This is an optimization exercise on Yosys and OpenROAD, whose aim is small area, a short achievable clock period and few clock cycles per item, not a production implementation.
At most, simulation tests tie the RTL to the original design; equivalence was not proved.
Function not checked in run 2: the RTL went through the layout flow alone.

## flow/design.v (module list and top-level ports; edited modules follow where they fit)
// module otsu_threshold: 495 lines
// module otsu_mul_k: 175 lines
// module otsu_mul_hkd: 467 lines
// module otsu_mul_den: 225 lines
// module otsu_mul_sq: 315 lines
// module otsu_mul_x: 616 lines
// module otsu_diff_core: 212 lines
// module otsu_diff: 6 lines
module otsu_threshold (
    input  wire        clk,
    input  wire        rst,         
    input  wire        in_valid,
    output wire        in_ready,
    input  wire [31:0] in_data,
    input  wire        in_last,     
    input  wire [1:0]  in_count,    
    output wire        out_valid,
    input  wire        out_ready,
    output wire [7:0]  out_level
);
  // ...
==> flow/run.sh <==
#!/bin/bash
# synth_recipe.tcl (not shown) runs the flow's synth.tcl, then flattens the netlist and writes it again
# the make line also repeats each setting of config.mk as NAME=value (left out here)
make -C /OpenROAD-flow-scripts/flow DESIGN_CONFIG=/design/flow/config.mk WORK_HOME=/design/flow/orfs CLKGATE_MAP_FILE= SYNTH_SCRIPT=/design/flow/synth_recipe.tcl finish
==> flow/config.mk <==
export PLATFORM = sky130hd
export DESIGN_NAME = otsu_threshold
export DESIGN_NICKNAME = otsu_threshold
export VERILOG_FILES = /design/flow/design.v
export SDC_FILE = /design/flow/constraint.sdc
export NUM_CORES = 8
export LEC_CHECK = 0
export CAP_MARGIN = 35
export CORE_MARGIN = 2
export CORE_UTILIZATION = 30
export PLACE_DENSITY = 0.45
export SLEW_MARGIN = 35
==> flow/constraint.sdc <==
create_clock -name core_clock -period 45.0 [get_ports {clk}]
set_input_delay 9.0000 -clock core_clock [delete_from_list [all_inputs] [get_ports {clk}]]
set_output_delay 9.0000 -clock core_clock [all_outputs]
set_load 0.01 [all_outputs]
==> impl_metrics.env, run 1 <==
export IMPL_status="timing/DRC/antenna clean"
export IMPL_stdcell_count=39980
export IMPL_highest_signal_layer="met5"
export IMPL_multi_input_area_share_pct=55.20
export IMPL_placed_cells=38430
export IMPL_multi_input_gates=19310
export IMPL_largest_reg_flops=2816
export IMPL_synth_edf_count=817
export IMPL_cts_resized=0
export IMPL_num_vias=248700
export IMPL_largestClassByArea="multi-input gates"
export IMPL_yosys_cell_count_top_type="dfxtp_1"
export IMPL_gp_congestion=1.205
export IMPL_first_pass_iters=13
export IMPL_layout_commonest_cell="dfxtp_1"
export IMPL_crit_buf_inv=7
export IMPL_place_area_um2=285400
export IMPL_use_met3_pct=20.24
export IMPL_path_delay_family="simple AND/OR/NAND/NOR gates"
export IMPL_worst_hold_slack_ns=0.4440
export IMPL_reg2reg_depth=21
export IMPL_multiInputGateArea_um2=167600
export IMPL_dr_wl_met2_mm=743.2
export IMPL_rsz0062_at_grt="false"
export IMPL_use_met2_pct=56.00
export IMPL_setup_viol=0
export IMPL_crit_chain="nand2_1, nor3_2, buf_4, buf_4, a21oi_1, and4_1, and3_1, nand4_1, buf_4, or3_4, buf_4, buf_4, buf_4, nor4_2, buf_4, a222oi_1, nand4_1, nor4_1, nand4_1, or4_1, mux2_2"
export IMPL_seq_share_pct=27.40
export IMPL_cts_sinks=3746
export IMPL_critical_path_max_stage_delay_ns=0.87
export IMPL_synth_top_cells_by_count="dfxtp_1 (2929), and2_1 (2775), ha_1 (2725)"
export IMPL_setup_ws_ns=33.71
export IMPL_hold_end="z4"
export IMPL_via_per_inst=6.221
export IMPL_buf_share_pct=3.832
export IMPL_r2r_start="big_t[1]"
export IMPL_grt_overflow=0
export IMPL_critPathMaxFanout=27
export IMPL_yosysTopAreaCellShare_pct=22.53
export IMPL_async_flop_share_pct=0
export IMPL_drv_slew=0
export IMPL_nWellTaps=11520
export IMPL_cts_tree="yes"
Testbench counts, summed over its fixed seeds: cycles 49,038, images 64.
==> module otsu_threshold, before the edit <==
module otsu_threshold (
    input  wire        clk,
    input  wire        rst,         
    input  wire        in_valid,
    output wire        in_ready,
    input  wire [31:0] in_data,
    input  wire        in_last,     
    input  wire [1:0]  in_count,    
    output wire        out_valid,
    input  wire        out_ready,
    output wire [7:0]  out_level
);
    reg         w_valid;        
    reg  [31:0] w_data;
    reg         w_last;
    reg  [1:0]  w_cnt;
    reg         rdy;
    reg         rst_r;
    reg         scan;           
    reg         busy;           
    reg         ov;             
    reg  [7:0]  olvl;
    reg         fbusy;          
    assign in_ready  = rdy;
    assign out_valid = ov;
    assign out_level = olvl;
    wire        start_ok = ~busy & ~ov;
    wire        consume  = w_valid & ~scan & (~w_last | start_ok);
    wire        accept   = in_valid & rdy;
    wire        fin_last = consume & w_last;       
    wire [3:0]  lv;
    assign lv[0] = consume;
    assign lv[1] = consume & (~w_last | (w_cnt >= 2'd1));
    assign lv[2] = consume & (~w_last | (w_cnt >= 2'd2));
    assign lv[3] = consume & (~w_last | (w_cnt == 2'd3));
    wire [7:0]  px0 = w_data[7:0];
    wire [7:0]  px1 = w_data[15:8];
    wire [7:0]  px2 = w_data[23:16];
    wire [7:0]  px3 = w_data[31:24];
    reg  [15:0] hi0, hi1, hi2, hi3, lo0, lo1, lo2, lo3;
    integer k;
    integer j;
    always @(*) begin
        for (k = 0; k < 16; k = k + 1) begin
            hi0[k] = lv[0] & (px0[7:4] == k[3:0]);
            hi1[k] = lv[1] & (px1[7:4] == k[3:0]);
            hi2[k] = lv[2] & (px2[7:4] == k[3:0]);
            hi3[k] = lv[3] & (px3[7:4] == k[3:0]);
            lo0[k] = (px0[3:0] == k[3:0]);
            lo1[k] = (px1[3:0] == k[3:0]);
            lo2[k] = (px2[3:0] == k[3:0]);
            lo3[k] = (px3[3:0] == k[3:0]);
        end
    end
    wire [2:0]  npix = {2'd0, lv[0]} + {2'd0, lv[1]} + {2'd0, lv[2]} + {2'd0, lv[3]};
    wire [9:0]  psum = (lv[0] ? {2'd0, px0} : 10'd0) + (lv[1] ? {2'd0, px1} : 10'd0) +
                       (lv[2] ? {2'd0, px2} : 10'd0) + (lv[3] ? {2'd0, px3} : 10'd0);
    reg  [11:0] np;             
    reg  [19:0] sum;
    reg  [11:0] nps;            
    reg  [19:0] sums;
    wire [255:0]    nz;
    wire [256*11-1:0] binv;
    wire [255:0]    sel;
    wire [255:0]    cout;           
    wire [255:0]    bigv;
    reg             big_v;
    reg  [7:0]      big_t;
    wire [15:0]     big_hi, big_lo;
    wire            rd_en;
    generate
        for (gi = 0; gi < 16; gi = gi + 1) begin : g_bigdec
            assign big_hi[gi] = big_v & (big_t[7:4] == gi);
            assign big_lo[gi] = (big_t[3:0] == gi);
        end
    endgenerate
    genvar gi;
    generate
        for (gi = 0; gi < 256; gi = gi + 1) begin : g_bin
            reg  [10:0] q;
            wire [3:0]  m = {hi3[gi >> 4] & lo3[gi & 15], hi2[gi >> 4] & lo2[gi & 15],
                             hi1[gi >> 4] & lo1[gi & 15], hi0[gi >> 4] & lo0[gi & 15]};
            wire        s0a = q[0] ^ m[0] ^ m[1];
            wire        c0a = (q[0] & m[0]) | (q[0] & m[1]) | (m[0] & m[1]);
            wire        s0b = s0a ^ m[2] ^ m[3];
            wire        c0b = (s0a & m[2]) | (s0a & m[3]) | (m[2] & m[3]);
            wire        s1  = q[1] ^ c0a ^ c0b;
            wire        c1  = (q[1] & c0a) | (q[1] & c0b) | (c0a & c0b);
            wire [11:2] cy;
            wire [10:2] sh;
            assign cy[2] = c1;
            genvar gb;
            for (gb = 2; gb < 11; gb = gb + 1) begin : g_ha
                assign sh[gb]   = q[gb] ^ cy[gb];
                assign cy[gb+1] = q[gb] & cy[gb];
            end
            assign cout[gi] = cy[11];
            always @(posedge clk) begin
                if (rst_r | (rd_en & sel[gi]))
                    q <= 11'd0;
                else
                    q <= {sh, s1, s0b};
            end
            assign bigv[gi] = big_hi[gi >> 4] & big_lo[gi & 15];
            assign nz[gi] = (|q) | bigv[gi];
            assign binv[gi*11 +: 11] = q;
        end
    endgenerate
    reg  [7:0]  cout_t;
    always @(*) begin
        cout_t = 8'd0;
        for (j = 0; j < 256; j = j + 1)
            cout_t = cout_t | ({8{cout[j]}} & j[7:0]);
    end
    wire        cout_any = |cout;
    wire [15:0] gnz;
    wire [15:0] gpre;
    wire [255:0] lpre;
    generate
        for (gi = 0; gi < 16; gi = gi + 1) begin : g_grp
            assign gnz[gi] = |nz[gi*16 +: 16];
            if (gi == 0) begin : g0
                assign gpre[gi] = 1'b0;
            end else begin : gn
                assign gpre[gi] = |gnz[gi-1:0];
            end
        end
        for (gi = 0; gi < 256; gi = gi + 1) begin : g_sel
            if ((gi & 15) == 0) begin : l0
                assign lpre[gi] = 1'b0;
            end else begin : ln
                assign lpre[gi] = |nz[gi-1 : gi & ~15];
            end
            assign sel[gi] = nz[gi] & ~lpre[gi] & ~gpre[gi >> 4];
        end
    endgenerate
    wire        any = |gnz;
    wire        any_rest = |(nz & ~sel);       
    reg  [10:0] rd_l;
    reg  [7:0]  rd_t;
    always @(*) begin
        rd_l = 11'd0;
        rd_t = 8'd0;
        for (j = 0; j < 256; j = j + 1) begin
            rd_l = rd_l | ({11{sel[j]}} & binv[j*11 +: 11]);
            rd_t = rd_t | ({8{sel[j]}} & j[7:0]);
        end
    end
    wire        rd_big = |(sel & bigv);
    wire [11:0] rd_h = {rd_big, rd_l};
    reg         kv;
    reg  [11:0] kh;
    reg  [7:0]  kt;
    reg         v1;
    reg  [11:0] h1;
    reg  [7:0]  t1;
    reg         v2, c2;
    reg  [11:0] h2;
    reg  [20:0] k2;             
    reg  [7:0]  t2;
    reg  [11:0] wb;             
    reg  [11:0] wf;             
    reg  [30:0] dacc;           
    reg         v3, c3, z3;
    reg  [7:0]  t3;
    reg  [29:0] d3;             
    reg  [4:0]  m3;             
    reg  [21:0] den3;           
    reg         v4, c4, z4;
    reg  [29:0] a4;
    reg  [4:0]  m4;
    reg  [21:0] b4;
    reg  [4:0]  n4;
    reg  [21:0] q4;             
    reg         st4;            
    reg         tog;
    reg         v5, c5, z5, mg5, st5;
    reg  [29:0] a5;
    reg  [4:0]  m5;
    reg  [21:0] b5;
    reg  [4:0]  n5;
    reg  [21:0] q5;
    reg  [7:0]  lv5;            
    reg  [35:0] d0, d1;         
    reg         ehi5, elo5;
    reg  [2:0]  esh5;
    reg  [1:0]  ks5;            
    reg  [1:0]  bz;             
    reg  [29:0] ba0, ba1;
    reg  [4:0]  bm0, bm1;
    reg  [21:0] bb0, bb1;
    reg  [4:0]  bn0, bn1;
    reg  [21:0] bq0, bq1;
    reg  [7:0]  lvl0, lvl1;
    wire        adv;
    assign      rd_en = scan & ~fbusy & ~kv;
    wire        rd_v  = rd_en & any;
    wire [11:0] wbn   = wb + h1;
    wire        lastb = (wbn == nps);
    wire [20:0] kk;
    otsu_mul_k u_k (.a(nps), .b(t1), .s(sums), .p(kk));
    wire [30:0] dn;
    otsu_mul_hkd u_hkd (.h(h2), .k(k2), .d(dacc), .p(dn));
    wire [21:0] den;
    otsu_mul_den u_den (.a(wb), .b(wf), .p(den));
    wire [29:0] absd = dn[30] ? (~dn[29:0] + 30'd1) : dn[29:0];
    reg  [4:0]  msb_d;
    reg  [4:0]  msb_n;
    always @(*) begin
        msb_d = 5'd0;
        for (j = 0; j < 30; j = j + 1)
            if (absd[j]) msb_d = j[4:0];
        msb_n = 5'd0;
        for (j = 0; j < 22; j = j + 1)
            if (den3[j]) msb_n = j[4:0];
    end
    wire [29:0] a_norm = d3 << (5'd29 - m3);
    wire [21:0] b_norm = den3 << (5'd21 - msb_n);
    wire [29:0] sqp;
    otsu_mul_sq u_sq (.a(a_norm[29:8]), .p(sqp));
    reg         mgp;            
    reg         hsel;           
    wire        mg_now = mgp;
    wire        s4     = mg_now ? ~hsel : st4;          
    wire        cz     = mg_now ? bz[hsel] : z4;
    wire [29:0] ca     = mg_now ? (hsel ? ba1 : ba0) : a4;
    wire [4:0]  cm     = mg_now ? (hsel ? bm1 : bm0) : m4;
    wire [21:0] cb     = mg_now ? (hsel ? bb1 : bb0) : b4;
    wire [4:0]  cn     = mg_now ? (hsel ? bn1 : bn0) : n4;
    wire [21:0] cq     = mg_now ? (hsel ? bq1 : bq0) : q4;
    wire [7:0]  cl     = mg_now ? (hsel ? lvl1 : lvl0) : (t3 - 8'd1);
    wire [4:0]  sbm    = s4 ? bm1 : bm0;
    wire [21:0] sbb    = s4 ? bb1 : bb0;
    wire [4:0]  sbn    = s4 ? bn1 : bn0;
    wire [21:0] sbq    = s4 ? bq1 : bq0;
    wire [7:0]  ee = {2'b00, cm, 1'b0} - {2'b00, sbm, 1'b0} + {3'b000, sbn} - {3'b000, cn};
    wire [27:0] x0, x1, y0, y1;
    otsu_mul_x u_x (.a(cq), .b(sbb), .r0(x0), .r1(x1));
    otsu_mul_x u_y (.a(sbq), .b(cb), .r0(y0), .r1(y1));
    wire        e_hi = (ee >= 8'd4) & (ee < 8'd128);            
    wire        e_lo = (ee >= 8'd128) & (ee <= 8'd252);         
    wire [2:0]  esh  = ee[2:0] + 3'd3;                          
    wire [35:0] dd0, dd1;
    otsu_diff u_df (.x0(x0), .x1(x1), .y0(y0), .y1(y1), .sh(esh), .d0(dd0), .d1(dd1));
    wire [9:0]  uu   = ({5'd0, sbq[21:18]} + 10'd1) * ({5'd0, cb[21:18]} + 10'd1);
    wire [1:0]  ks   = uu[8] ? 2'd3 : uu[7] ? 2'd2 : uu[6] ? 2'd1 : 2'd0;
    wire [35:0] df   = d0 + d1;
    wire        gt_m = ~df[35] & (ks5 == 2'd3 ? (|df[34:14]) : ks5 == 2'd2 ? (|df[34:13]) :
                                  ks5 == 2'd1 ? (|df[34:12]) : (|df[34:11]));
    wire        lt_m =  df[35] & (ks5 == 2'd3 ? ~(&df[34:14]) : ks5 == 2'd2 ? ~(&df[34:13]) :
                                  ks5 == 2'd1 ? ~(&df[34:12]) : ~(&df[34:11]));
    wire        gt   = ehi5 | (~elo5 & gt_m);
    wire        lt   = elo5 | (~ehi5 & lt_m);
    wire        bzs  = bz[st5];
    wire [29:0] ba   = st5 ? ba1 : ba0;
    wire [21:0] bb   = st5 ? bb1 : bb0;
    wire [7:0]  lvs  = st5 ? lvl1 : lvl0;
    wire        dec      = v5 & ~fbusy;
    wire        cand     = dec & c5;
    wire        acc_fast = bzs | (~z5 & gt);
    wire        unsure   = ~bzs & ~z5 & ~gt & ~lt;
    wire        fdone    = (fph == 3'd7);
    wire        facc_ok  = ~facc[69];
    wire        fin_img  = mg5 & ((cand & ~unsure) | fdone);
    wire        fin_acc  = fdone ? facc_ok : acc_fast;
    wire [7:0]  fin_lvl  = fin_acc ? lv5 : lvs;
    assign      adv      = ~(fbusy & ~fdone) & ~(cand & unsure);
    reg  [2:0]  fph;            
    reg  [4:0]  fcnt;
    reg  [69:0] ft;
    reg  [69:0] facc;
    wire [29:0] fa = a5;
    wire [21:0] fb = b5;
    wire [2:0]  fe = esh5 - 3'd3;   
    wire        fe_neg = fe[2];
    wire [1:0]  fe_mag = fe_neg ? (~fe[1:0] + 2'd1) : fe[1:0];
    wire [69:0] ft2    = {ft[68:0], 1'b0};
    always @(posedge clk) begin
        rst_r <= rst;
        if (rst) begin
            rdy <= 1'b0;
            ov  <= 1'b0;
        end else if (rst_r) begin
            rdy <= 1'b1;
            ov  <= 1'b0;
        end else begin
            rdy <= ~(accept | (w_valid & ~consume)) |
                   (~(fin_last | (scan & ~(rd_en & ~any_rest))) & ~(accept ? in_last : w_last));
            if (fin_img) begin
                ov   <= 1'b1;
                olvl <= fin_lvl;
            end else if (ov & out_ready)
                ov <= 1'b0;
        end
    end
    always @(posedge clk) begin
        if (rst_r) begin
            w_valid <= 1'b0;
            w_last  <= 1'b0;
            scan    <= 1'b0;
            busy    <= 1'b0;
            fbusy   <= 1'b0;
            kv      <= 1'b0;
            big_v   <= 1'b0;
            np      <= 12'd0;
            sum     <= 20'd0;
            v1 <= 1'b0; v2 <= 1'b0; v3 <= 1'b0; v4 <= 1'b0; v5 <= 1'b0;
            wb      <= 12'd0;
            dacc    <= 31'd0;
            bz      <= 2'b11;
            lvl0    <= 8'd0;
            lvl1    <= 8'd0;
            tog     <= 1'b0;
            mgp     <= 1'b0;
            fph     <= 3'd0;
        end else begin
            if (accept) begin
                w_data <= in_data;
                w_last <= in_last;
                w_cnt  <= in_count;
            end
            w_valid <= accept | (w_valid & ~consume);
            if (cout_any) begin
                big_v <= 1'b1;
                big_t <= cout_t;
            end else if (rd_en & rd_big)
                big_v <= 1'b0;
            if (fin_last) begin
                np   <= 12'd0;
                sum  <= 20'd0;
                nps  <= np + {9'd0, npix};
                sums <= sum + {10'd0, psum};
                scan <= 1'b1;
                busy <= 1'b1;
            end else if (consume) begin
                np   <= np + {9'd0, npix};
                sum  <= sum + {10'd0, psum};
            end
            if (rd_en & ~any_rest)
                scan <= 1'b0;
            if (adv) begin
                v1 <= kv | rd_v;
                h1 <= kv ? kh : rd_h;
                t1 <= kv ? kt : rd_t;
                kv <= 1'b0;
                v2 <= v1;
                c2 <= v1 & ~lastb;
                h2 <= h1;
                k2 <= kk;
                t2 <= t1;
                if (v1) begin
                    wb <= lastb ? 12'd0 : wbn;
                    wf <= nps - wbn;
                end
                v3 <= v2;
                c3 <= c2;
                t3 <= t2;
                z3 <= (absd == 30'd0);
                d3 <= absd;
                m3 <= msb_d;
                den3 <= den;
                if (v2)
                    dacc <= c2 ? dn : 31'd0;
                v4 <= v3;
                c4 <= c3;
                if (v3 & c3) begin
                    st4 <= tog;
                    tog <= ~tog;
                end
                z4 <= z3;
                a4 <= a_norm;
                m4 <= m3;
                b4 <= b_norm;
                n4 <= msb_n;
                q4 <= sqp[29:8];
                v5   <= v4 | mg_now;
                c5   <= c4 | mg_now;
                mg5  <= mg_now;
                st5  <= s4;
                z5   <= cz;
                a5   <= ca;
                m5   <= cm;
                b5   <= cb;
                n5   <= cn;
                q5   <= cq;
                lv5  <= cl;
                d0   <= dd0;
                d1   <= dd1;
                ehi5 <= e_hi;
                elo5 <= e_lo;
                esh5 <= esh;
                ks5  <= ks;
            end else if (rd_v) begin
                kv <= 1'b1;
                kh <= rd_h;
                kt <= rd_t;
            end
            if (cand & ~unsure & acc_fast) begin
                bz[st5] <= z5;
                if (st5) begin
                    ba1 <= a5; bm1 <= m5; bb1 <= b5; bn1 <= n5; bq1 <= q5; lvl1 <= lv5;
                end else begin
                    ba0 <= a5; bm0 <= m5; bb0 <= b5; bn0 <= n5; bq0 <= q5; lvl0 <= lv5;
                end
            end
            hsel <= (lvl1 > lvl0);
            mgp  <= v5 & ~c5 & ~mg5 & ~fbusy;
            if (cand & unsure) begin
                fbusy <= 1'b1;
                fph   <= 3'd1;
            end
            if (fin_img) begin
                busy <= 1'b0;
                bz   <= 2'b11;
                lvl0 <= 8'd0;
                lvl1 <= 8'd0;
                tog  <= 1'b0;
            end
            case (fph)
                3'd0: begin
                    fcnt <= 5'd21;
                    ft   <= 70'd0;
                    facc <= 70'd0;
                end
                3'd1: begin                   
                    ft <= ft2 + (fb[fcnt] ? {40'd0, ba} : 70'd0);
                    if (fcnt == 5'd0) begin
                        fph  <= 3'd2;
                        fcnt <= 5'd0;
                    end else
                        fcnt <= fcnt - 5'd1;
                end
                3'd2: begin                   
                    if (fe_neg && (fcnt[1:0] != fe_mag)) begin
                        ft   <= ft2;
                        fcnt <= fcnt + 5'd1;
                    end else begin
                        fph  <= 3'd3;
                        fcnt <= 5'd0;
                    end
                end
                3'd3: begin                   
                    if (ba[fcnt])
                        facc <= facc - ft;
                    ft <= ft2;
                    if (fcnt == 5'd29) begin
                        fph  <= 3'd4;
                        fcnt <= 5'd21;
                        ft   <= 70'd0;
                    end else
                        fcnt <= fcnt + 5'd1;
                end
                3'd4: begin                   
                    ft <= ft2 + (bb[fcnt] ? {40'd0, fa} : 70'd0);
                    if (fcnt == 5'd0) begin
                        fph  <= 3'd5;
                        fcnt <= 5'd0;
                    end else
                        fcnt <= fcnt - 5'd1;
                end
                3'd5: begin                   
                    if (~fe_neg && (fcnt[1:0] != fe_mag)) begin
                        ft   <= ft2;
                        fcnt <= fcnt + 5'd1;
                    end else begin
                        fph  <= 3'd6;
                        fcnt <= 5'd0;
                    end
                end
                3'd6: begin                   
                    if (fa[fcnt])
                        facc <= facc + ft;
                    ft <= ft2;
                    if (fcnt == 5'd29)
                        fph <= 3'd7;
                    else
                        fcnt <= fcnt + 5'd1;
                end
                3'd7: begin                   
                    if (facc_ok & ~mg5) begin
                        bz[st5] <= 1'b0;
                        if (st5) begin
                            ba1 <= a5; bm1 <= m5; bb1 <= b5; bn1 <= n5; bq1 <= q5; lvl1 <= lv5;
                        end else begin
                            ba0 <= a5; bm0 <= m5; bb0 <= b5; bn0 <= n5; bq0 <= q5; lvl0 <= lv5;
                        end
                    end
                    fbusy <= 1'b0;
                    fph   <= 3'd0;
                end
                default: ;
            endcase
        end
    end
endmodule
==> run 2: changes to the inputs <==
--- a/flow/design.v
+++ b/flow/design.v
@@ -64,16 +64,8 @@
     wire [255:0]    sel;
     wire [255:0]    cout;           
     wire [255:0]    bigv;
-    reg             big_v;
-    reg  [7:0]      big_t;
-    wire [15:0]     big_hi, big_lo;
+    reg  [15:0]     big_hi, big_lo;    
     wire            rd_en;
-    generate
-        for (gi = 0; gi < 16; gi = gi + 1) begin : g_bigdec
-            assign big_hi[gi] = big_v & (big_t[7:4] == gi);
-            assign big_lo[gi] = (big_t[3:0] == gi);
-        end
-    endgenerate
     genvar gi;
     generate
         for (gi = 0; gi < 256; gi = gi + 1) begin : g_bin
@@ -106,16 +98,26 @@
             assign binv[gi*11 +: 11] = q;
         end
     endgenerate
-    reg  [7:0]  cout_t;
-    always @(*) begin
-        cout_t = 8'd0;
-        for (j = 0; j < 256; j = j + 1)
-            cout_t = cout_t | ({8{cout[j]}} & j[7:0]);
-    end
+    wire [15:0] cout_hi, cout_lo;
+    generate
+        for (gi = 0; gi < 16; gi = gi + 1) begin : g_cout
+            assign cout_hi[gi] = |cout[gi*16 +: 16];
+            assign cout_lo[gi] = |{cout[240+gi], cout[224+gi], cout[208+gi], cout[192+gi],
+                                   cout[176+gi], cout[160+gi], cout[144+gi], cout[128+gi],
+                                   cout[112+gi], cout[96+gi],  cout[80+gi],  cout[64+gi],
+                                   cout[48+gi],  cout[32+gi],  cout[16+gi],  cout[gi]};
+        end
+    endgenerate
     wire        cout_any = |cout;
     wire [15:0] gnz;
     wire [15:0] gpre;
+    wire [15:0] gsel;
+    wire [15:0] gmore;             
     wire [255:0] lpre;
+    wire [255:0] lsel;
+    reg  [16*11-1:0] gval;
+    reg  [16*4-1:0]  gidx;
+    reg  [15:0] gbig;
     generate
         for (gi = 0; gi < 16; gi = gi + 1) begin : g_grp
             assign gnz[gi] = |nz[gi*16 +: 16];
@@ -124,6 +126,8 @@
             end else begin : gn
                 assign gpre[gi] = |gnz[gi-1:0];
             end
+            assign gsel[gi] = gnz[gi] & ~gpre[gi];
+            assign gmore[gi] = |(nz[gi*16 +: 16] & lpre[gi*16 +: 16]);
         end
         for (gi = 0; gi < 256; gi = gi + 1) begin : g_sel
             if ((gi & 15) == 0) begin : l0
@@ -131,22 +135,44 @@
             end else begin : ln
                 assign lpre[gi] = |nz[gi-1 : gi & ~15];
             end
-            assign sel[gi] = nz[gi] & ~lpre[gi] & ~gpre[gi >> 4];
+            assign lsel[gi] = nz[gi] & ~lpre[gi];
+            assign sel[gi]  = lsel[gi] & gsel[gi >> 4];
         end
     endgenerate
+    reg  [10:0] gv;
+    reg  [3:0]  gx;
+    reg         gb;
+    integer jj;
+    always @(*) begin
+        for (j = 0; j < 16; j = j + 1) begin
+            gv = 11'd0;
+            gx = 4'd0;
+            gb = 1'b0;
+            for (jj = 0; jj < 16; jj = jj + 1) begin
+                gv = gv | ({11{lsel[j*16+jj]}} & binv[(j*16+jj)*11 +: 11]);
+                gx = gx | ({4{lsel[j*16+jj]}} & jj[3:0]);
+                gb = gb | (lsel[j*16+jj] & big_lo[jj]);
+            end
+            gval[j*11 +: 11] = gv;
+            gidx[j*4 +: 4]   = gx;
+            gbig[j]          = gb & big_hi[j];
+        end
+    end
     wire        any = |gnz;
-    wire        any_rest = |(nz & ~sel);       
+    wire        any_rest = (|(gnz & gpre)) | (|(gsel & gmore));    
     reg  [10:0] rd_l;
     reg  [7:0]  rd_t;
+    reg         rd_big;
     always @(*) begin
-        rd_l = 11'd0;
-        rd_t = 8'd0;
-        for (j = 0; j < 256; j = j + 1) begin
-            rd_l = rd_l | ({11{sel[j]}} & binv[j*11 +: 11]);
-            rd_t = rd_t | ({8{sel[j]}} & j[7:0]);
+        rd_l   = 11'd0;
+        rd_t   = 8'd0;
+        rd_big = 1'b0;
+        for (j = 0; j < 16; j = j + 1) begin
+            rd_l   = rd_l | ({11{gsel[j]}} & gval[j*11 +: 11]);
+            rd_t   = rd_t | ({8{gsel[j]}} & {j[3:0], gidx[j*4 +: 4]});
+            rd_big = rd_big | (gsel[j] & gbig[j]);
         end
     end
-    wire        rd_big = |(sel & bigv);
     wire [11:0] rd_h = {rd_big, rd_l};
     reg         kv;
     reg  [11:0] kh;
@@ -301,7 +327,7 @@
             busy    <= 1'b0;
             fbusy   <= 1'b0;
             kv      <= 1'b0;
-            big_v   <= 1'b0;
+            big_hi  <= 16'd0;
             np      <= 12'd0;
             sum     <= 20'd0;
             v1 <= 1'b0; v2 <= 1'b0; v3 <= 1'b0; v4 <= 1'b0; v5 <= 1'b0;
@@ -321,10 +347,10 @@
             end
             w_valid <= accept | (w_valid & ~consume);
             if (cout_any) begin
-                big_v <= 1'b1;
-                big_t <= cout_t;
+                big_hi <= cout_hi;
+                big_lo <= cout_lo;
             end else if (rd_en & rd_big)
-                big_v <= 1'b0;
+                big_hi <= 16'd0;
             if (fin_last) begin
                 np   <= 12'd0;
                 sum  <= 20'd0;
--- a/flow/config.mk
+++ b/flow/config.mk
@@ -8,5 +8,7 @@
 export CAP_MARGIN = 35
 export CORE_MARGIN = 2
 export CORE_UTILIZATION = 30
+export CTS_CLUSTER_DIAMETER = 100
+export CTS_CLUSTER_SIZE = 20
 export PLACE_DENSITY = 0.45
 export SLEW_MARGIN = 35
==> impl_metrics.env, run 2 <==
export IMPL_clk_latency_ns=1.12
export IMPL_async_flop_share_pct=0
export IMPL_hold_buffers=0
export IMPL_rsz0062_at_grt="false"
export IMPL_cts_tree="yes"
export IMPL_slowest_stage="clkdlybuf4s50_1"
export IMPL_critPathMaxFanout=3
export IMPL_setup_ws_ns=33.47
export IMPL_cp_start_kind="register"
export IMPL_netlist_top_cell_by_area="dfxtp_1"
export IMPL_drt_total_wl_mm=1130
export IMPL_antenna_found_initial=165
export IMPL_maxCapViolCount=0
export IMPL_setup_tns_final_ns=0
export IMPL_max_slew_worst_pin_slew_ns=1.178
export IMPL_setup_viol=0
export IMPL_crit_buf_inv=1
export IMPL_numCtsBuffers=269
export IMPL_initial_core_util_pct=30.08
export IMPL_path_delay_family="buffers and inverters"
export IMPL_clockBufferDepth=4
export IMPL_dpl_hpwl_mm=873.8
export IMPL_crit_chain="clkdlybuf4s50_1"
export IMPL_avgSynthCellArea_um2=9.578
export IMPL_wire_per_inst_um=29.16
export IMPL_yosysWarningCount=1
export IMPL_cts_htree_levels=5
export IMPL_mostFrequentLayoutCells="dfxtp_1 (2942), and2_1 (2760), ha_1 (2718)"
export IMPL_grt_overflow=0
export IMPL_ys_flop_type="dfxtp_1"
export IMPL_dp_slack_ns=33.69
export IMPL_synth_area_um2=260700
export IMPL_final_setup_skew_ns=0.1676
export IMPL_portBuffers=48
export IMPL_grt_start_max_net_pins=156
export IMPL_synth_distinct_cells=113
export IMPL_cts_root_buf="clkbuf_16"
export IMPL_critical_path_max_stage_delay_ns=0.87
export IMPL_synth_top_cells_by_count="dfxtp_1 (2944), and2_1 (2761), ha_1 (2725)"
export IMPL_grt_pass1_wl_mm=1579
export IMPL_die_w_um=936.3
export IMPL_layout_commonest_cell="dfxtp_1"
export IMPL_period_minus_slack_ns=11.53
export IMPL_rows=342
export IMPL_cts_sinks=3769
export IMPL_seq_area_frac_synth_pct=32.10
export IMPL_post_cts_buffers=0
export IMPL_hold_viol=0
export IMPL_die_h_um=936.3
export IMPL_synthTopCellsByArea="dfxtp_1 (23%), fa_1 (15%), ha_1 (13%)"
export IMPL_grt_pass1_vias=205000
export IMPL_core_um2=866900
export IMPL_gp_congestion=1.041
export IMPL_yosys_cell_count_top_type="dfxtp_1"
export IMPL_syn_inst=27220
export IMPL_status="finished with violations"
export IMPL_top_register="g_bin.q"
export IMPL_num_vias=209600
export IMPL_end_kind="primary output"
export IMPL_ys_seq_elements=3769
export IMPL_drive_gt1_share_pct=6.952
export IMPL_synth_nets=31980
export IMPL_grtUsageTotal_pct=25.05
export IMPL_clkTransAtPathRegs_ns=0.09
export IMPL_largestRegisters="g_bin.q: 2816 flops, facc: 70 flops, ft: 70 flops"
export IMPL_required_ns=36.00
export IMPL_ant_nets=1
export IMPL_crit_type="register to primary output"
export IMPL_fill_cells=89380
export IMPL_fin_crit_sh_pct=25.62
export IMPL_largest_reg_flops=2816
export IMPL_first_pass_iters=9
export IMPL_violatedChecks="antenna violations"
export IMPL_drv_slew=0
export IMPL_max_freq_ghz=0.08673
export IMPL_drc=0
export IMPL_via_per_inst=5.407
export IMPL_synth_edf_count=825
export IMPL_max_slew_margin_pct=21.13
export IMPL_hold_class="register to register"
export IMPL_drtIter0Drc=22260
export IMPL_cp_arrival_ns=2.53
export IMPL_synthToLayoutAreaGrowth_pct=10.34
export IMPL_nets=31710
export IMPL_yosysTopAreaCellShare_pct=22.60
export IMPL_dieArea_um2=876600
export IMPL_cts_resized=0
export IMPL_num_io_pins=49
[run 2: cell types whose count changed after synthesis, sizes merged, moves of 64 or more]
cell and delta:
a21oi +423, a222oi -119, a22o -126, a22oi -236, a31oi +109, and4 +128, inv +64, nand2 +267
nand3 -360, nor2 +294, nor3 -107, nor4 -142, o21ai +205, o21bai +70
[run 2: cell families (layout without fill, tap and decap cells)]
kind of cell,after synthesis,after routing,share of synthesized area (%)
fa+ha+maj,4747,4747,28.48
mux,619,619,2.882
xor+xnor,357,357,1.204
other cells,0,118,0
flops,3769,3769,32.10
compound gates,3760,3760,9.367
buf+inv,3751,3656,5.411
simple gates,10220,10220,20.55
[run 2: area by class of cell]
| cell class | count | area, um2 | share of cell area (%) |
|---|---|---|---|
| Tap cell | 11520 | 14420 | 5.012 |
| Antenna cell | 118 | 295.3 | 0.1026 |
| Clock inverter | 125 | 1687 | 0.5862 |
| Timing Repair Buffer | 721 | 5917 | 2.057 |
| Sequential cell | 3769 | 83720 | 29.10 |
| Clock buffer | 323 | 7222 | 2.510 |
| Inverter | 2487 | 9343 | 3.247 |
| Multi-Input combinational cell | 19700 | 165100 | 57.39 |
[run 2: per-layer routing]
metal  vias up  share of wire (%)  track usage (%)
met5         -              0.043          0.04358
met4        66                5.8            12.30
met2      9022                 43            38.01
li1      92870                  -                -
met3      1984                8.8            5.895
met1    105700                 43            33.44
[run 2: metrics by stage]
step | util [%] | cells | hold slack, ns | area (um2)
3_3_place_gp | 31.98 | 38180 | 0.4049 | 277300
6_report | 33.19 | 38770 | 0.4161 | 287700
2_1_floorplan | - | 27220 | 0.4003 | 260700
4_1_cts | 33.10 | 38640 | 0.4024 | 286900
3_5_place_dp | 32.07 | 38200 | 0.4089 | 278000
5_1_grt | 33.16 | 38680 | 0.4225 | 287500
[run 2: worst paths after layout]
check	from	to	slack [ns]	depth (start not counted)
max	ov	out_valid	33.47	1
min	t2[4]	t3[4]	0.42	0
max reg2reg	ov	big_hi[8]	34.60	30
min reg2reg	t2[4]	t3[4]	0.42	0
==> run 3: changes to the inputs <==
--- a/flow/design.v
+++ b/flow/design.v
@@ -86,7 +86,7 @@
                 assign sh[gb]   = q[gb] ^ cy[gb];
                 assign cy[gb+1] = q[gb] & cy[gb];
             end
-            assign cout[gi] = cy[11];
+            assign cout[gi] = c1 & (&q[10:2]);    
             always @(posedge clk) begin
                 if (rst_r | (rd_en & sel[gi]))
                     q <= 11'd0;
==> flow/flow/run.sh (new file) <==
#!/bin/bash
# The standard layout (standard.sh), with one change: the buffers that
# the flow puts on every input and output port are buf_4 cells rather than
# the flow's default pick (a slow delay buffer). Every port is still buffered.
# The flow's output goes to standard.log in this folder; ORFS's own logs stay
# under orfs/logs.
set -e
export BUFFER_PORTS_ARGS="-buffer_cell sky130_fd_sc_hd__buf_4"
bash standard.sh > standard.log 2>&1
==> flow/standard.sh (new file) <==
#!/bin/bash
# synth_recipe.tcl (not shown) runs the flow's synth.tcl, then flattens the netlist and writes it again
# the make line also repeats each setting of config.mk as NAME=value (left out here)
make -C /OpenROAD-flow-scripts/flow DESIGN_CONFIG=/design/flow/config.mk WORK_HOME=/design/flow/orfs CLKGATE_MAP_FILE= SYNTH_SCRIPT=/design/flow/synth_recipe.tcl "${@:-finish}"
removed: flow/run.sh
==> impl_metrics.env, run 3 <==
export IMPL_ys_flop_type="dfxtp_1"
export IMPL_stdcell_count=40360
export IMPL_die_h_um=943.6
export IMPL_grt_overflow=0
export IMPL_end_kind="primary output"
export IMPL_ant_nets=0
export IMPL_dieArea_um2=890500
export IMPL_rows=345
export IMPL_final_setup_skew_ns=0.1426
export IMPL_max_slew_margin_pct=22.12
export IMPL_cts_htree_levels=5
export IMPL_netlist_top_cell_by_area="dfxtp_1"
export IMPL_min_path_cells=0
export IMPL_cts_tree="yes"
export IMPL_yosysWarningCount=1
export IMPL_worst_hold_slack_ns=0.4273
export IMPL_synth_edf_count=825
export IMPL_drive_gt1_share_pct=7.824
export IMPL_maxCapViolCount=0
export IMPL_max_freq_ghz=0.09161
export IMPL_largestRegisters="g_bin.q: 2816 flops, facc: 70 flops, ft: 70 flops"
export IMPL_top_register="g_bin.q"
export IMPL_num_vias=222800
export IMPL_largest_reg_flops=2816
export IMPL_drtIter0Drc=24020
export IMPL_critical_path_max_stage_delay_ns=0.67
export IMPL_first_pass_iters=13
export IMPL_grt_pass1_wl_mm=1686
export IMPL_hold_buffers=0
export IMPL_fin_crit_sh_pct=24.26
export IMPL_seq_area_frac_synth_pct=31.60
export IMPL_numCtsBuffers=274
export IMPL_crit_type="register to primary output"
export IMPL_via_per_inst=5.521
export IMPL_placed_cells=39740
export IMPL_gp_congestion=1.031
export IMPL_clockBufferDepth=4
export IMPL_required_ns=36.00
export IMPL_path_delay_family="flip-flops"
export IMPL_slowest_stage="dfxtp_1"
export IMPL_cp_start_kind="register"
export IMPL_cts_root_buf="clkbuf_16"
export IMPL_synthToLayoutAreaGrowth_pct=11.70
export IMPL_drv_slew=0
export IMPL_setup_viol=0
export IMPL_synthTopCellsByArea="dfxtp_1 (22%), fa_1 (15%), ha_1 (12%)"
export IMPL_dpl_hpwl_mm=921.9
export IMPL_mostFrequentLayoutCells="dfxtp_1 (2941), nor2_1 (2812), and2_1 (2552)"
export IMPL_setup_tns_final_ns=0
export IMPL_synth_top_cells_by_count="dfxtp_1 (2944), nor2_1 (2861), and2_1 (2552)"
export IMPL_final_area_um2=295900
export IMPL_antenna_found_initial=148
export IMPL_ys_seq_elements=3769
export IMPL_core_um2=881500
export IMPL_period_minus_slack_ns=10.92
export IMPL_async_flop_share_pct=0
export IMPL_max_slew_worst_pin_slew_ns=1.158
export IMPL_status="timing/DRC/antenna clean"
export IMPL_reg2reg_depth=29
export IMPL_rsz0062_at_grt="false"
export IMPL_portBuffers=48
export IMPL_cts_sinks=3769
export IMPL_yosysTopAreaCellShare_pct=22.25
export IMPL_syn_inst=28190
export IMPL_grt_start_max_net_pins=125
export IMPL_hold_class="register to register"
export IMPL_crit_cells=1
export IMPL_cp_arrival_ns=1.92
export IMPL_num_io_pins=49
export IMPL_die_w_um=943.6
export IMPL_avgSynthCellArea_um2=9.395
export IMPL_synth_nets=32690
export IMPL_place_area_um2=285900
export IMPL_clkTransAtPathRegs_ns=0.09
export IMPL_yosys_cell_count_top_type="dfxtp_1"
export IMPL_critPathMaxFanout=3
export IMPL_drt_total_wl_mm=1198
export IMPL_crit_buf_inv=1
export IMPL_initial_core_util_pct=30.05
export IMPL_crit_chain="buf_4"
export IMPL_drc=0
export IMPL_nets=32730
export IMPL_grt_pass1_vias=219400
export IMPL_hold_viol=0
export IMPL_grtUsageTotal_pct=26.17
export IMPL_synth_distinct_cells=107
export IMPL_cts_resized=0
export IMPL_clk_latency_ns=1.10
export IMPL_wire_per_inst_um=29.68
export IMPL_synth_area_um2=264900
export IMPL_post_cts_buffers=0
export IMPL_layout_commonest_cell="dfxtp_1"
## run 3: area by class of cell
type	count	area, um2
sequential	3769	83720
inverter	2492	9361
clock buffer	335	7450
fill	91130	585600
clock inverter	126	1724
antenna	151	377.9
timing repair buffer	862	7012
tap	11800	14760
multi-input combinational	20830	171500
## run 3: path summary, 6_finish.rpt
path         startpoint   endpoint  slack, ns
min               t2[1]      t3[1]       0.43
min reg2reg       t2[1]      t3[1]       0.43
max                  ov  out_valid      34.08
max reg2reg       m3[1]     q4[20]      35.88
## run 3: layer usage
layer	vias up	GRT usage [%]	share of wire [%]
met5	-	0	0.039
met4	56	15.60	7.0
met3	2509	5.610	8.2
met2	9627	40.40	44
met1	112300	33.66	41
li1	98280	-	-
## run 3: cells by family (layout without fill, tap and decap cells)
group	count (synthesis)	in the layout	share of synthesized area, %
DFF	3769	3769	31.60
muxes	609	609	2.820
other	0	151	0
buffers and inverters	3597	3815	5.115
AOI/OAI and AO/OA	3738	3738	9.439
and+or+nand+nor	11360	11360	22.11
adders and majority gates	4493	4493	26.84
xor gates and xnor gates	627	627	2.073
## run 3: per-stage QoR
step	worst slack [ns]	util, %
final	34.08	33.57
after CTS	33.91	33.48
after global routing	33.93	33.54
after floorplan	31.05	-
after detailed placement	34.59	32.44
after global placement	34.66	32.23
Testbench counts of run 3, summed over its fixed seeds: cycles 49,038, images 64.
==> run 4: changes to the inputs <==
--- a/flow/config.mk
+++ b/flow/config.mk
@@ -7,8 +7,8 @@
 export LEC_CHECK = 0
 export CAP_MARGIN = 35
 export CORE_MARGIN = 2
-export CORE_UTILIZATION = 30
+export CORE_UTILIZATION = 40
 export CTS_CLUSTER_DIAMETER = 100
 export CTS_CLUSTER_SIZE = 20
-export PLACE_DENSITY = 0.45
+export PLACE_DENSITY = 0.55
 export SLEW_MARGIN = 35
==> impl_metrics.env, run 4 <==
export IMPL_status="timing/DRC/antenna clean"
export IMPL_required_ns=36.00
export IMPL_min_path_cells=0
export IMPL_mostFrequentLayoutCells="dfxtp_1 (2940), nor2_1 (2816), and2_1 (2551)"
export IMPL_dpl_hpwl_mm=863.7
export IMPL_muxShareOfSynthArea_pct=2.820
export IMPL_synth_top_family_by_area="adder cells"
export IMPL_antenna_found_initial=121
export IMPL_crit_buf_inv=1
export IMPL_cp_arrival_ns=2.10
export IMPL_cts_resized=0
export IMPL_yosys_cell_count_top_type="dfxtp_1"
export IMPL_dieArea_um2=668700
export IMPL_largest_reg_flops=2816
export IMPL_syn_inst=28190
export IMPL_clk_latency_ns=1.10
export IMPL_maxCapViolCount=0
export IMPL_hold_viol=0
export IMPL_r2r_start="m3[1]"
export IMPL_ys_flop_type="dfxtp_1"
export IMPL_hold_class="register to register"
export IMPL_core_um2=659200
export IMPL_hold_end="t3[0]"
export IMPL_synth_area_um2=264900
export IMPL_cts_sinks=3769
export IMPL_grtUsageTotal_pct=32.94
export IMPL_drt_total_wl_mm=1129
export IMPL_numCtsBuffers=228
export IMPL_grt_pass1_wl_mm=1605
export IMPL_grt_start_max_net_pins=132
export IMPL_rows=298
export IMPL_rsz0062_at_grt="false"
export IMPL_via_per_inst=6.039
export IMPL_path_delay_family="flip-flops"
export IMPL_netlist_top_cell_by_area="dfxtp_1"
export IMPL_synthToLayoutAreaGrowth_pct=8.906
export IMPL_drtIter0Drc=25770
export IMPL_gp_congestion=1.074
export IMPL_place_area_um2=281100
export IMPL_cts_root_buf="clkbuf_16"
export IMPL_final_area_um2=288500
export IMPL_use_met2_pct=49.71
export IMPL_slowest_stage="dfxtp_1"
export IMPL_fin_util_pct=43.76
export IMPL_synthTopCellsByArea="dfxtp_1 (22%), fa_1 (15%), ha_1 (12%)"
export IMPL_layout_commonest_cell="dfxtp_1"
export IMPL_seq_area_frac_synth_pct=31.60
export IMPL_num_io_pins=49
export IMPL_reg2reg_depth=29
export IMPL_top_register="g_bin.q"
export IMPL_num_vias=223700
export IMPL_max_freq_ghz=0.09007
export IMPL_synth_top_cells_by_count="dfxtp_1 (2944), nor2_1 (2861), and2_1 (2552)"
export IMPL_post_cts_buffers=0
export IMPL_crit_type="register to primary output"
export IMPL_drv_slew=0
export IMPL_synth_distinct_cells=107
export IMPL_synth_nets=32690
export IMPL_yosysTopAreaCellShare_pct=22.25
export IMPL_largestRegisters="g_bin.q: 2816 flops, facc: 70 flops, ft: 70 flops"
export IMPL_final_setup_skew_ns=0.1278
export IMPL_synthAdderAreaFrac_pct=26.84
export IMPL_yosys_area_share_simple_pct=22.11
export IMPL_grt_overflow=0
export IMPL_dp_slack_ns=34.54
export IMPL_max_slew_worst_pin_slew_ns=1.222
export IMPL_drive_gt1_share_pct=7.074
export IMPL_setup_tns_final_ns=0
export IMPL_grt_pass1_vias=218000
export IMPL_worst_r2r_endpoint="q4[20]"
export IMPL_grt_busiest_layer="met2"
export IMPL_die_h_um=817.8
export IMPL_critical_path_max_stage_delay_ns=0.85
export IMPL_hold_start="t2[0]"
export IMPL_yosys_area_share_xor_xnor_pct=2.073
export IMPL_use_met3_pct=7.802
export IMPL_portBuffers=48
export IMPL_crit_chain="buf_4"
export IMPL_rrSetupSlack_ns=35.97
export IMPL_die_w_um=817.8
export IMPL_drc=0
export IMPL_ant_nets=0
export IMPL_setup_ws_ns=33.90
export IMPL_cts_htree_levels=4
export IMPL_end_kind="primary output"
export IMPL_initial_core_util_pct=40.18
export IMPL_cts_tree="yes"
export IMPL_fin_crit_sh_pct=24.67
export IMPL_grt_use_met1_pct=41.69
export IMPL_clkTransAtPathRegs_ns=0.09
export IMPL_ys_seq_elements=3769
export IMPL_async_flop_share_pct=0
export IMPL_wire_per_inst_um=30.48
export IMPL_setup_viol=0
export IMPL_yosysWarningCount=1
export IMPL_cp_start_kind="register"
export IMPL_critPathMaxFanout=3
export IMPL_synth_compound_area_share_pct=9.439
export IMPL_period_minus_slack_ns=11.10
export IMPL_avgSynthCellArea_um2=9.395
export IMPL_hold_buffers=0
export IMPL_synth_edf_count=825
export IMPL_clockBufferDepth=4
export IMPL_first_pass_iters=11
export IMPL_nets=32610
export IMPL_max_slew_margin_pct=17.81
## run 4: cell counts after synthesis
Identical to the previous run, type by type.
## run 4: how the worst max path moves through the flow
stage,start,endpoint,slack (ns),depth (start not counted)
floorplan,d0[25],dacc[0],31.05,14
global placement,rst,olvl[1],34.51,2
detailed placement,in_valid,w_data[22],34.54,3
CTS,ov,out_valid,33.75,1
global route,ov,out_valid,33.75,1
finish,ov,out_valid,33.90,1
## run 4: metal layers
layer / part of all wire [%] / wire length (um)
met1: 39 / 442100
met2: 43 / 486600
met3: 9.5 / 107300
met4: 8.2 / 92750
met5: 0.032 / 360
## run 4: logic make-up after synthesis
family / after synthesis
compound gates: 3738
xor+xnor: 627
fa+ha+maj: 4493
buf+inv: 3597
flops: 3769
mux: 609
simple gates: 11360
## run 4: final cells by class
type	count	area (um2)
fill	64560	370700
multi-input combinational	20830	171100
sequential	3769	83720
tap	8700	10890
inverter	2492	9364
timing repair buffer	792	6331
clock buffer	281	6020
clock inverter	56	704.4
antenna	127	317.8
## run 4: through the flow
stage,hold slack (ns),instances
after global routing,0.4336,36960
after floorplan,0.4003,28190
after CTS,0.4206,36910
final,0.4257,37040
after global placement,0.4087,36540
after detailed placement,0.4045,36570
==> run 5: changes to the inputs <==
--- a/flow/design.v
+++ b/flow/design.v
@@ -21,8 +21,8 @@
     reg         ov;             
     reg  [7:0]  olvl;
     reg         fbusy;          
-    assign in_ready  = rdy;
-    assign out_valid = ov;
+    assign in_ready  = rdy_o;
+    assign out_valid = ov_o;
     assign out_level = olvl;
     wire        start_ok = ~busy & ~ov;
     wire        consume  = w_valid & ~scan & (~w_last | start_ok);
@@ -301,23 +301,18 @@
     wire        fe_neg = fe[2];
     wire [1:0]  fe_mag = fe_neg ? (~fe[1:0] + 2'd1) : fe[1:0];
     wire [69:0] ft2    = {ft[68:0], 1'b0};
+    reg         rdy_o, ov_o;
+    wire        rdy_n = ~(accept | (w_valid & ~consume)) |
+                        (~(fin_last | (scan & ~(rd_en & ~any_rest))) & ~(accept ? in_last : w_last));
+    wire        ov_n  = fin_img | (ov & ~out_ready);
     always @(posedge clk) begin
         rst_r <= rst;
-        if (rst) begin
-            rdy <= 1'b0;
-            ov  <= 1'b0;
-        end else if (rst_r) begin
-            rdy <= 1'b1;
-            ov  <= 1'b0;
-        end else begin
-            rdy <= ~(accept | (w_valid & ~consume)) |
-                   (~(fin_last | (scan & ~(rd_en & ~any_rest))) & ~(accept ? in_last : w_last));
-            if (fin_img) begin
-                ov   <= 1'b1;
-                olvl <= fin_lvl;
-            end else if (ov & out_ready)
-                ov <= 1'b0;
-        end
+        rdy   <= rst | rst_r | rdy_n;
+        rdy_o <= ~rst & (rst_r | rdy_n);
+        ov    <= rst | (~rst_r & ov_n);
+        ov_o  <= ~rst & ~rst_r & ov_n;
+        if (~rst & ~rst_r & fin_img)
+            olvl <= fin_lvl;
     end
     always @(posedge clk) begin
         if (rst_r) begin
--- a/flow/config.mk
+++ b/flow/config.mk
@@ -7,8 +7,8 @@
 export LEC_CHECK = 0
 export CAP_MARGIN = 35
 export CORE_MARGIN = 2
-export CORE_UTILIZATION = 40
+export CORE_UTILIZATION = 30
 export CTS_CLUSTER_DIAMETER = 100
 export CTS_CLUSTER_SIZE = 20
-export PLACE_DENSITY = 0.55
+export PLACE_DENSITY = 0.45
 export SLEW_MARGIN = 35
==> impl_metrics.env, run 5 <==
export IMPL_avgSynthCellArea_um2=9.250
export IMPL_nets=33070
export IMPL_violatedChecks="antenna violations"
export IMPL_dieArea_um2=889100
export IMPL_hold_class="register to register"
export IMPL_crit_type="register to primary output"
export IMPL_cts_htree_levels=5
export IMPL_fill_cells=90870
export IMPL_drc=0
export IMPL_drive_gt1_share_pct=6.977
export IMPL_drt_total_wl_mm=1190
export IMPL_synthTopCellsByArea="dfxtp_1 (22%), fa_1 (15%), ha_1 (12%)"
export IMPL_cp_start_kind="register"
export IMPL_portBuffers=48
export IMPL_status="finished with violations"
export IMPL_stdcell_count=40520
export IMPL_num_vias=224900
export IMPL_gp_congestion=0.9994
export IMPL_placed_cells=39880
export IMPL_slowest_stage="edfxtp_1"
export IMPL_grt_overflow=0
export IMPL_largest_reg_flops=2816
export IMPL_synthToLayoutAreaGrowth_pct=11.17
export IMPL_clk_latency_ns=1.10
export IMPL_place_area_um2=284500
export IMPL_fin_crit_sh_pct=23.44
export IMPL_grt_pass1_wl_mm=1670
export IMPL_hold_buffers=0
export IMPL_period_minus_slack_ns=10.55
export IMPL_clockBufferDepth=4
export IMPL_yosysTopAreaCellShare_pct=22.30
export IMPL_cts_tree="yes"
export IMPL_initial_core_util_pct=30.12
export IMPL_end_kind="primary output"
export IMPL_cts_root_buf="clkbuf_16"
export IMPL_setup_viol=0
export IMPL_numCtsBuffers=269
export IMPL_largestRegisters="g_bin.q: 2816 flops, facc: 70 flops, ft: 70 flops"
export IMPL_max_slew_margin_pct=18.89
export IMPL_path_delay_family="flip-flops"
export IMPL_clkTransAtPathRegs_ns=0.09
export IMPL_max_slew_worst_pin_slew_ns=1.207
export IMPL_hold_viol=0
export IMPL_setup_tns_final_ns=0
export IMPL_async_flop_share_pct=0
export IMPL_grtUsageTotal_pct=25.93
export IMPL_mostFrequentLayoutCells="dfxtp_1 (2943), nand2_1 (2880), nor2_1 (2844)"
export IMPL_drtIter0Drc=24190
export IMPL_seq_area_um2=83760
export IMPL_synth_top_cells_by_count="dfxtp_1 (2946), nand2_1 (2903), nor2_1 (2884)"
export IMPL_required_ns=36.00
export IMPL_critPathMaxFanout=1
export IMPL_netlist_top_cell_by_area="dfxtp_1"
export IMPL_synth_area_um2=264500
export IMPL_seq_area_frac_synth_pct=31.67
export IMPL_first_pass_iters=10
export IMPL_dpl_hpwl_mm=908.1
export IMPL_wire_per_inst_um=29.38
export IMPL_ys_flop_type="dfxtp_1"
export IMPL_maxCapViolCount=0
export IMPL_cts_sinks=3771
export IMPL_antenna_found_initial=148
export IMPL_grt_start_max_net_pins=160
export IMPL_rows=344
export IMPL_crit_buf_inv=1
export IMPL_syn_inst=28590
export IMPL_die_w_um=942.9
export IMPL_drv_slew=0
export IMPL_cts_resized=0
export IMPL_yosys_cell_count_top_type="dfxtp_1"
export IMPL_final_setup_skew_ns=0.1159
export IMPL_layout_commonest_cell="dfxtp_1"
export IMPL_num_io_pins=49
export IMPL_core_um2=878000
export IMPL_critical_path_max_stage_delay_ns=0.38
export IMPL_rsz0062_at_grt="false"
export IMPL_ant_nets=1
export IMPL_synth_edf_count=825
export IMPL_synth_distinct_cells=116
export IMPL_final_area_um2=294000
export IMPL_grt_pass1_vias=216500
export IMPL_worst_hold_slack_ns=0.4113
export IMPL_synth_nets=33090
export IMPL_post_cts_buffers=0
export IMPL_top_register="g_bin.q"
export IMPL_multiInputGateArea_um2=170500
export IMPL_via_per_inst=5.552
export IMPL_yosysWarningCount=1
export IMPL_cp_arrival_ns=1.55
export IMPL_ys_seq_elements=3771
export IMPL_die_h_um=942.9
export IMPL_max_freq_ghz=0.09482
export IMPL_crit_chain="buf_4"
[run 5: changes by cell type after synthesis, sizes merged, moves of 44 or more]
cell / delta
a21oi: +95
a222oi: -46
inv: -44
mux2: -164
nand2: +585
o21ai: +67
[run 5: per-stage QoR]
step / setup slack (ns) / utilization, %
5_1_grt: 34.37 / 33.44
3_5_place_dp: 34.06 / 32.40
2_1_floorplan: 24.96 / -
3_3_place_gp: 34.07 / 32.24
4_1_cts: 34.34 / 33.39
6_report: 34.45 / 33.48
[run 5: kinds of logic (layout without fill, tap and decap cells)]
family / count (synthesis) / count (layout) / share of synthesized area (%)
AND/OR/NAND/NOR: 11910 / 11910 / 22.86
adder cells (fa/ha/maj): 4479 / 4479 / 26.82
flip-flops: 3771 / 3771 / 31.67
AO/OA/AOI/OAI: 3744 / 3744 / 9.261
buffers and inverters: 3590 / 3738 / 5.127
XOR/XNOR: 636 / 636 / 2.106
multiplexers: 462 / 462 / 2.151
other: 0 / 186 / 0
[run 5: path summary, 6_finish.rpt]
path,slack [ns],depth (start not counted),from,to
worst max register to register,35.48,25,mgp,d0[11]
worst min register to register,0.41,0,t2[1],t3[1]
worst max-delay path,34.45,1,olvl[1],out_level[1]
worst min-delay path,0.41,0,t2[1],t3[1]
[run 5: final cells by class]
class,instances,area share [%]
multi-input combinational,21230,57.99
sequential,3771,28.49
tap,11590,4.933
inverter,2448,3.128
clock buffer,312,2.416
timing repair buffer,850,2.325
clock inverter,128,0.5605
antenna,186,0.1583
[run 5: metal layers]
| layer | vias to the layer above | global-route usage, % | wire (um) |
|---|---|---|---|
| met5 | - | 0 | 418 |
| met2 | 10790 | 39.09 | 512600 |
| met4 | 57 | 14.53 | 75850 |
| li1 | 98790 | - | - |
| met1 | 112900 | 34.29 | 497000 |
| met3 | 2430 | 5.926 | 104500 |
Testbench counts of run 5, summed over its fixed seeds: cycles 49,038, images 64.
==> run 6: changes to the inputs <==
--- a/flow/design.v
+++ b/flow/design.v
@@ -65,6 +65,9 @@
     wire [255:0]    cout;           
     wire [255:0]    bigv;
     reg  [15:0]     big_hi, big_lo;    
+    reg  [15:0]     cout_hi_r, cout_lo_r;  
+    wire [15:0]     eff_hi = big_hi | cout_hi_r;
+    wire [15:0]     eff_lo = big_lo | cout_lo_r;
     wire            rd_en;
     genvar gi;
     generate
@@ -86,14 +89,14 @@
                 assign sh[gb]   = q[gb] ^ cy[gb];
                 assign cy[gb+1] = q[gb] & cy[gb];
             end
-            assign cout[gi] = c1 & (&q[10:2]);    
+            assign cout[gi] = cy[11];
             always @(posedge clk) begin
                 if (rst_r | (rd_en & sel[gi]))
                     q <= 11'd0;
                 else
                     q <= {sh, s1, s0b};
             end
-            assign bigv[gi] = big_hi[gi >> 4] & big_lo[gi & 15];
+            assign bigv[gi] = eff_hi[gi >> 4] & eff_lo[gi & 15];
             assign nz[gi] = (|q) | bigv[gi];
             assign binv[gi*11 +: 11] = q;
         end
@@ -151,11 +154,11 @@
             for (jj = 0; jj < 16; jj = jj + 1) begin
                 gv = gv | ({11{lsel[j*16+jj]}} & binv[(j*16+jj)*11 +: 11]);
                 gx = gx | ({4{lsel[j*16+jj]}} & jj[3:0]);
-                gb = gb | (lsel[j*16+jj] & big_lo[jj]);
+                gb = gb | (lsel[j*16+jj] & eff_lo[jj]);
             end
             gval[j*11 +: 11] = gv;
             gidx[j*4 +: 4]   = gx;
-            gbig[j]          = gb & big_hi[j];
+            gbig[j]          = gb & eff_hi[j];
         end
     end
     wire        any = |gnz;
@@ -323,6 +326,9 @@
             fbusy   <= 1'b0;
             kv      <= 1'b0;
             big_hi  <= 16'd0;
+            big_lo  <= 16'd0;
+            cout_hi_r <= 16'd0;
+            cout_lo_r <= 16'd0;
             np      <= 12'd0;
             sum     <= 20'd0;
             v1 <= 1'b0; v2 <= 1'b0; v3 <= 1'b0; v4 <= 1'b0; v5 <= 1'b0;
@@ -341,11 +347,15 @@
                 w_cnt  <= in_count;
             end
             w_valid <= accept | (w_valid & ~consume);
-            if (cout_any) begin
-                big_hi <= cout_hi;
-                big_lo <= cout_lo;
-            end else if (rd_en & rd_big)
+            cout_hi_r <= cout_hi;
+            cout_lo_r <= cout_lo;
+            if (rd_en & rd_big) begin
                 big_hi <= 16'd0;
+                big_lo <= 16'd0;
+            end else if (|cout_hi_r) begin
+                big_hi <= cout_hi_r;
+                big_lo <= cout_lo_r;
+            end
             if (fin_last) begin
                 np   <= 12'd0;
                 sum  <= 20'd0;
==> impl_metrics.env, run 6 <==
export IMPL_status="timing/DRC/antenna clean"
export IMPL_highest_signal_layer="met5"
export IMPL_critPathMaxFanout=1
export IMPL_seq_area_frac_synth_pct=32.25
export IMPL_first_pass_iters=10
export IMPL_ant_nets=0
export IMPL_final_setup_skew_ns=0.1394
export IMPL_max_slew_worst_pin_slew_ns=1.227
export IMPL_async_flop_share_pct=0
export IMPL_numCtsBuffers=267
export IMPL_cts_sinks=3803
export IMPL_required_ns=36.00
export IMPL_cp_arrival_ns=1.57
export IMPL_place_area_um2=278700
export IMPL_yosysTopAreaCellShare_pct=22.95
export IMPL_synth_edf_count=809
export IMPL_fin_crit_sh_pct=23.48
export IMPL_clk_latency_ns=1.14
export IMPL_initial_core_util_pct=30.11
export IMPL_synth_nets=31630
export IMPL_grt_pass1_wl_mm=1607
export IMPL_hold_buffers=0
export IMPL_die_h_um=937
export IMPL_slowest_stage="edfxtp_1"
export IMPL_num_io_pins=49
export IMPL_dieArea_um2=878000
export IMPL_rows=342
export IMPL_core_um2=867400
export IMPL_top_register="g_bin.q"
export IMPL_hold_viol=0
export IMPL_ys_seq_elements=3803
export IMPL_via_per_inst=5.444
export IMPL_setup_viol=0
export IMPL_layout_commonest_cell="dfxtp_1"
export IMPL_cts_tree="yes"
export IMPL_grt_pass1_vias=204800
export IMPL_synthTopCellsByArea="dfxtp_1 (23%), fa_1 (15%), ha_1 (13%)"
export IMPL_nets=31370
export IMPL_die_w_um=937
export IMPL_yosysWarningCount=1
export IMPL_grt_overflow=0
export IMPL_rsz0062_at_grt="false"
export IMPL_cts_root_buf="clkbuf_16"
export IMPL_clockBufferDepth=4
export IMPL_hold_class="register to register"
export IMPL_largestRegisters="g_bin.q: 2816 flops, facc: 70 flops, ft: 70 flops"
export IMPL_period_minus_slack_ns=10.57
export IMPL_final_area_um2=288000
export IMPL_setup_tns_final_ns=0
export IMPL_ys_flop_type="dfxtp_1"
export IMPL_synthToLayoutAreaGrowth_pct=10.27
export IMPL_worst_hold_slack_ns=0.4403
export IMPL_cp_start_kind="register"
export IMPL_max_freq_ghz=0.09463
export IMPL_drive_gt1_share_pct=7.368
export IMPL_wl_met3_mm=86.74
export IMPL_portBuffers=48
export IMPL_netlist_top_cell_by_area="dfxtp_1"
export IMPL_cts_htree_levels=5
export IMPL_clkTransAtPathRegs_ns=0.09
export IMPL_maxCapViolCount=0
export IMPL_drc=0
export IMPL_yosys_cell_count_top_type="dfxtp_1"
export IMPL_synth_distinct_cells=102
export IMPL_gp_congestion=1.009
export IMPL_dr_wl_met2_mm=502.4
export IMPL_crit_buf_inv=1
export IMPL_dpl_hpwl_mm=890.1
export IMPL_dp_slack_ns=34.01
export IMPL_antenna_found_initial=145
export IMPL_synth_area_um2=261100
export IMPL_crit_chain="buf_4"
export IMPL_critical_path_max_stage_delay_ns=0.38
export IMPL_stdcell_count=38400
export IMPL_grtUsageTotal_pct=25.55
export IMPL_post_cts_buffers=0
export IMPL_drv_slew=0
export IMPL_avgSynthCellArea_um2=9.717
export IMPL_cts_resized=0
export IMPL_mostFrequentLayoutCells="dfxtp_1 (2991), and2_1 (2779), ha_1 (2720)"
export IMPL_fin_util_pct=33.20
export IMPL_synth_top_cells_by_count="dfxtp_1 (2994), and2_1 (2779), ha_1 (2725)"
export IMPL_end_kind="primary output"
export IMPL_largest_reg_flops=2816
export IMPL_drtIter0Drc=21770
export IMPL_max_slew_margin_pct=17.31
export IMPL_drt_total_wl_mm=1153
export IMPL_crit_type="register to primary output"
export IMPL_wire_per_inst_um=30.01
export IMPL_setup_ws_ns=34.43
export IMPL_grt_start_max_net_pins=143
export IMPL_path_delay_family="flip-flops"
export IMPL_wl_met1_mm=487.3
export IMPL_num_vias=209100
export IMPL_placed_cells=37860
export IMPL_syn_inst=26880
==> run 6: cell types whose count changed in the layout (fill, tap and decap cells not counted), sizes merged, moves of 142 or more <==
cell	previous run	this run
nand2	2905	1694
nand4	845	139
xnor2	423	220
o2111ai	48	227
nor2	2888	2199
mux2	50	206
nor2b	159	598
nor4b	236	23
o2111a	9	154
and2	2545	2784
and4	176	34
ha	2469	2725
==> run 6: layout make-up <==
cell class                 count  area [um2]
sequential                  3803       84240
clock inverter               117        1388
clock buffer                 310        7124
timing repair buffer         724        5866
tap                        11520       14420
fill                       89100      579400
multi-input combinational  19350      165400
inverter                    2473        9291
antenna                      101       252.7
==> run 6: cells by family after synthesis <==
logic type,synth area share (%)
compound gates,10.80
xor+xnor,1.248
fa+ha+maj,28.40
buf+inv,5.378
flops,32.25
mux,2.976
simple gates,18.94
==> run 6: final timing paths <==
kind,startpoint,to,slack [ns],cells after the start
min,t2[0],t3[0],0.44,0
min reg2reg,t2[0],t3[0],0.44,0
max reg2reg,m3[1],q4[20],35.50,28
max,olvl[1],out_level[1],34.43,1
==> run 6: layer usage <==
layer	GRT usage [%]	vias up
met2	39.59	8474
met5	0	-
met4	13.73	48
met3	4.675	2130
met1	33.82	106100
li1	-	92280
Testbench counts of run 6, summed over its fixed seeds: cycles 49,038, images 64.

## static timing again, ports no longer ideal
How much do the figures lean on ideal ports? The routed layouts below were timed once more, with nothing changed but the port constraints.
Step 1 (the two cells are an assumption about what drives the block):
set clk [get_ports {clk}]
set_driving_cell -lib_cell sky130_fd_sc_hd__clkbuf_16 $clk
set_driving_cell -lib_cell sky130_fd_sc_hd__buf_2 [delete_from_list [all_inputs] $clk]
Step 2 times the ports against the registers' clock, not the clock port: input delays grow and output delays shrink by t, the midpoint of the rising clock arrivals with the driver on.
a / b / c = ideal ports / drivers / drivers and shift; a / b = the first two.
run | t (ns) | setup WS [ns] | slew at the worst register clock pin (ns) | worst slew at a driven data input, ns
run 1 | 1.294 | 33.710 / 33.710 / 33.710 | 0.08 / 0.08 | 0.06
run 2 | 1.181 | 33.470 / 33.322 / 33.722 | 0.10 / 0.10 | 0.04
run 3 | 1.163 | 34.085 / 33.950 / 34.887 | 0.10 / 0.10 | 0.04
run 4 | 1.171 | 33.898 / 33.758 / 34.780 | 0.11 / 0.11 | 0.04
run 5 | 1.187 | 34.454 / 34.308 / 33.992 | 0.11 / 0.11 | 0.04
run 6 | 1.199 | 34.433 / 34.292 / 33.923 | 0.10 / 0.10 | 0.04
For run 6, which loses most, drivers alone change the setup slack by -0.141 ns; drivers and shift together by -0.510 ns.
